What follows belongs to an exercise in optimizing a design on an open flow for small area, a short achievable clock period and few clock cycles; a production flow would make more cautious choices. The RTL was checked by simulation tests, not by an equivalence proof against the original design. Power and IR drop assume default switching activity.

==> flow/design.v (excerpt) <==
module pif_core (
    input  wire         clk,
    input  wire         rst,
    input  wire         host_we,
    input  wire [5:0]   host_addr,
    input  wire [7:0]   host_wdata,
    output wire [7:0]   host_rdata,
    input  wire         start,
    output wire         ready,
    output wire         fault,
    input  wire [127:0] pad,
    output wire         save_en,
    output wire         save_we,
    output wire [7:0]   save_slice,
    output wire [63:0]  save_wdata,
    input  wire [63:0]  save_rdata
);
export LEC_CHECK = 0
export ABC_CLOCK_PERIOD_IN_PS = 6000
export CAP_MARGIN = 20
export CORE_MARGIN = 2
export CORE_UTILIZATION = 45
export CTS_BUF_LIST = sky130_fd_sc_hd__clkbuf_8
export CTS_CLUSTER_SIZE = 20
export SETUP_SLACK_MARGIN = 3.4
export SLEW_MARGIN = 20
create_clock -name core_clock -period 10.0 [get_ports {clk}]
run.sh (not shown) runs the stock make flow with config.mk's settings and CLKGATE_MAP_FILE= SYNTH_SCRIPT=/design/flow/synth_recipe.tcl, a recipe that flattens the netlist after the stock synthesis.
Testbench counts at the start, summed over its fixed seeds: cycles 77,234.
Rerun with:
--- a/flow/config.mk
+++ b/flow/config.mk
@@ -10,6 +10,4 @@
 export CORE_MARGIN = 2
 export CORE_UTILIZATION = 45
-export CTS_BUF_LIST = sky130_fd_sc_hd__clkbuf_8
-export CTS_CLUSTER_SIZE = 20
-export SETUP_SLACK_MARGIN = 3.4
+export SETUP_SLACK_MARGIN = 3.5
 export SLEW_MARGIN = 20
What happened:
- The changed run completed with no timing, DRC or antenna violations
- critical path depth went up by 2
- synthesized area stays the same
- die area is unchanged
- design area went up slightly
- synthesized cell count stays the same
- power went up slightly
- utilization went up by 0.53 points
- worst setup slack gets better by 0.16 ns
- final cell count went down slightly
- via count hardly moves


Another version of the RTL of pif_core (not shown whole).
For scale: roughly 3800 cells after synthesis, roughly 660 flip-flops, ~290 I/O pins, about 0.040 mm² of cells after synthesis.
export LEC_CHECK = 0
export ABC_CLOCK_PERIOD_IN_PS = 6000
export CAP_MARGIN = 20
export CORE_MARGIN = 2
export CORE_UTILIZATION = 50
export CTS_BUF_LIST = sky130_fd_sc_hd__clkbuf_8
export CTS_CLUSTER_SIZE = 20
export SETUP_SLACK_MARGIN = 3.2
export SLEW_MARGIN = 20
export TNS_END_PERCENT = 20
create_clock -name core_clock -period 10.0 [get_ports {clk}]
The baseline finished clean.
Testbench counts at the start, summed over its fixed seeds: cycles 77,003.
Next try:
- CORE_UTILIZATION: 50 -> 45
- SETUP_SLACK_MARGIN: 3.2 -> 3.0
What happened:
- global-route usage goes down by 4.7 points
- via count fell by 4.0%
- worst setup slack loses 250 ps
- sequential share of layout area increases by 0.59 points
- clock-buffer cell count stays the same
- non-clock buffer count decreases by 43
- wire length went down by about 2%
- die area grows by 11%
- cell count came out higher by about 1.2%
- cell area went down by about 1.5%
- worst hold slack improved by 30 ps


== v27 ==
pif_core, a different RTL version from the one above (not shown whole).
For scale: roughly 3900 cells after synthesis, about 290 I/O pins, roughly 0.041 mm^2 of cells after synthesis.
export LEC_CHECK = 0
export ABC_CLOCK_PERIOD_IN_PS = 6000
export CAP_MARGIN = 20
export CORE_MARGIN = 2
export CORE_UTILIZATION = 60
export SETUP_SLACK_MARGIN = 3.6
export SLEW_MARGIN = 20
create_clock -name core_clock -period 10.0 [get_ports {clk}]
v27 did not run to completion, as it errored out during global routing.
Testbench counts of v27, summed over its fixed seeds: cycles 77,234.
> inputs changed (v27 -> v15)
Settings: CTS_CLUSTER_SIZE newly set to 20; CORE_UTILIZATION changed from 60 to 45; CTS_BUF_LIST newly set to sky130_fd_sc_hd__clkbuf_8; TNS_END_PERCENT newly set to 10; SETUP_SLACK_MARGIN changed from 3.6 to 3.4.
==> run summary <==
- v15: PASS, flow complete, no timing, DRC or antenna violations
- Final weighted congestion in routability-driven placement, v27 and v15, lower one = v15.
- Compared v15 against v27; number of H-tree levels within noise.
- Lower area of placed instances goes to v27 over v15.
- On number of cells in the design after placement: v15 sits above v27.
- Number of post-CTS setup repair buffers, v27 and v15, lower one = v27.
- From v27 to v15, number of buffers inserted by hold repair at cts did not move at all.
What v13 does differently from v15 at the input level:
Settings: a change of SETUP_SLACK_MARGIN from 3.4 to 3.6; a deleted TNS_END_PERCENT that had been 10; a deleted CTS_CLUSTER_SIZE that had been 20; a deleted CTS_BUF_LIST that had been sky130_fd_sc_hd__clkbuf_8.
Notes after the runs:
- v13: number of diodes higher than v15
- Compared with v15, v13 is hungrier on power.
- Compared v13 vs v15, and number of buffers and inverters on the critical path is up in v13.
- End-of-flow core utilization | v13 above v15
--- input diff v13..v44 ---
Settings: an added CTS_BUF_LIST of sky130_fd_sc_hd__clkbuf_8; a change of SETUP_SLACK_MARGIN from 3.6 to 3.3; an added TNS_END_PERCENT of 0; an added CTS_CLUSTER_SIZE of 20.
## What came out
v44 ran to completion and came out clean on the timing, design-rule and antenna checks. Routed wire length delta for v44 relative to v13: about 2.2% lower. v44: core utilization lower than v13. [compare] base=v13 new=v44: buffer count excluding the clock tree in the final layout shrank by 103; peak per-stage delay on the critical path grew by 0.58 ns; number of buffers added by the clock tree synthesis step grew by 37; cell area reported after detailed placement grew by 0.38%; reg-to-reg setup timing slack shrank by 0.52 ns. Worst endpoint data arrival time on v44 is up relative to v13. Layout overhead on the synthesized area: v44 lower than v13. In v44, number of antenna violations at the first check in global routing is higher than in v13. Of v13 and v44, the higher design area belongs to v13.


Setup of build 98:
pif_core with an RTL version that a note above also has.
For scale: roughly 660 flip-flops, about 290 I/O pins, ~40,000 sq um of cells after synthesis.
Settings: LEC_CHECK=0, ABC_CLOCK_PERIOD_IN_PS=6000, CAP_MARGIN=20, CORE_MARGIN=2, CORE_UTILIZATION=55, CTS_BUF_LIST=sky130_fd_sc_hd__clkbuf_8, CTS_CLUSTER_SIZE=20, SETUP_SLACK_MARGIN=3.2, SLEW_MARGIN=20, TNS_END_PERCENT=20; clock period 10.0 ns.
Build 98 went all the way through the flow, and no timing, DRC or antenna check failed.
Testbench counts of build 98, summed over its fixed seeds: cycles 77,003.
--- input diff build 98..build 18 ---
Settings: changing CORE_UTILIZATION from 55 to 45.
## What came out
Build 18 finished every stage and its layout cleared the timing, design-rule and antenna checks.
Critical path depth, build 18 and build 98: lower on build 98
Diff build 98 -> build 18: final cell count shows an increase of 193, detailed-routing wirelength on met1 now larger.
Going from build 98 to build 18, initial antenna violation count climbed 8, non-clock buffer count dropped about 4%, fmax climbed 2.0%, power consumed by combinational cells dropped about 5%.
## Diff of input files: build 74 against build 18
Settings: TNS_END_PERCENT changed from 20 to 10; SETUP_SLACK_MARGIN changed from 3.2 to 3.4.
### Flow results
Build 74 finished every stage and its layout cleared the timing, design-rule and antenna checks. Internal portion of total power, build 18 and build 74: higher on build 74. Re fraction of registers with async set/reset: no difference whatsoever between build 74 and build 18. The estimated power of build 74 ends up higher than the estimate for build 18. Build 74 against build 18: part of the cycle the worst path needs went up by 0.60 points; clock buffer count from CTS increased 1; register share of the cell area fell by 0.75 points.

-- re-timing with driven ports --
Ports are ideal in the flow. The routed layouts listed here were re-timed in OpenROAD. Step 1 assumes that a clkbuf_16 drives the clock port and a buf_2 every other input. Step 2 times the ports against the registers' clock, not the clock port: input delays grow and output delays shrink by t, the midpoint of the rising clock arrivals with the driver on. a / b / c = ideal / step 1 / step 2; a / b = the first two.
| run | shift t [ns] | setup WS [ns] | worst register clock-pin slew, ns |
|---|---|---|---|
| the first run of note 1 | 0.910 | 3.218 / 2.989 / 2.481 | 0.08 / 0.08 |
| the second run of note 1 | 0.757 | 3.374 / 3.160 / 2.535 | 0.06 / 0.06 |
| the first run of note 2 | 0.818 | 3.077 / 3.039 / 2.445 | 0.08 / 0.08 |
| the second run of note 2 | 0.851 | 2.823 / 2.738 / 2.029 | 0.07 / 0.07 |
| v15 | 0.874 | 3.280 / 3.202 / 2.511 | 0.08 / 0.08 |
| v13 | 0.740 | 3.300 / 3.226 / 2.802 | 0.08 / 0.08 |
| v44 | 0.891 | 2.990 / 2.915 / 2.191 | 0.08 / 0.08 |
| build 98 | 0.855 | 2.977 / 2.849 / 2.064 | 0.08 / 0.08 |
| build 18 | 0.858 | 3.114 / 3.070 / 2.261 | 0.07 / 0.07 |
| build 74 | 0.849 | 3.055 / 2.950 / 2.434 | 0.08 / 0.08 |
After both steps every run listed still meets setup and hold. The setup slack of build 98, which loses most, moves by -0.128 ns with the drivers and by -0.913 ns with both steps.
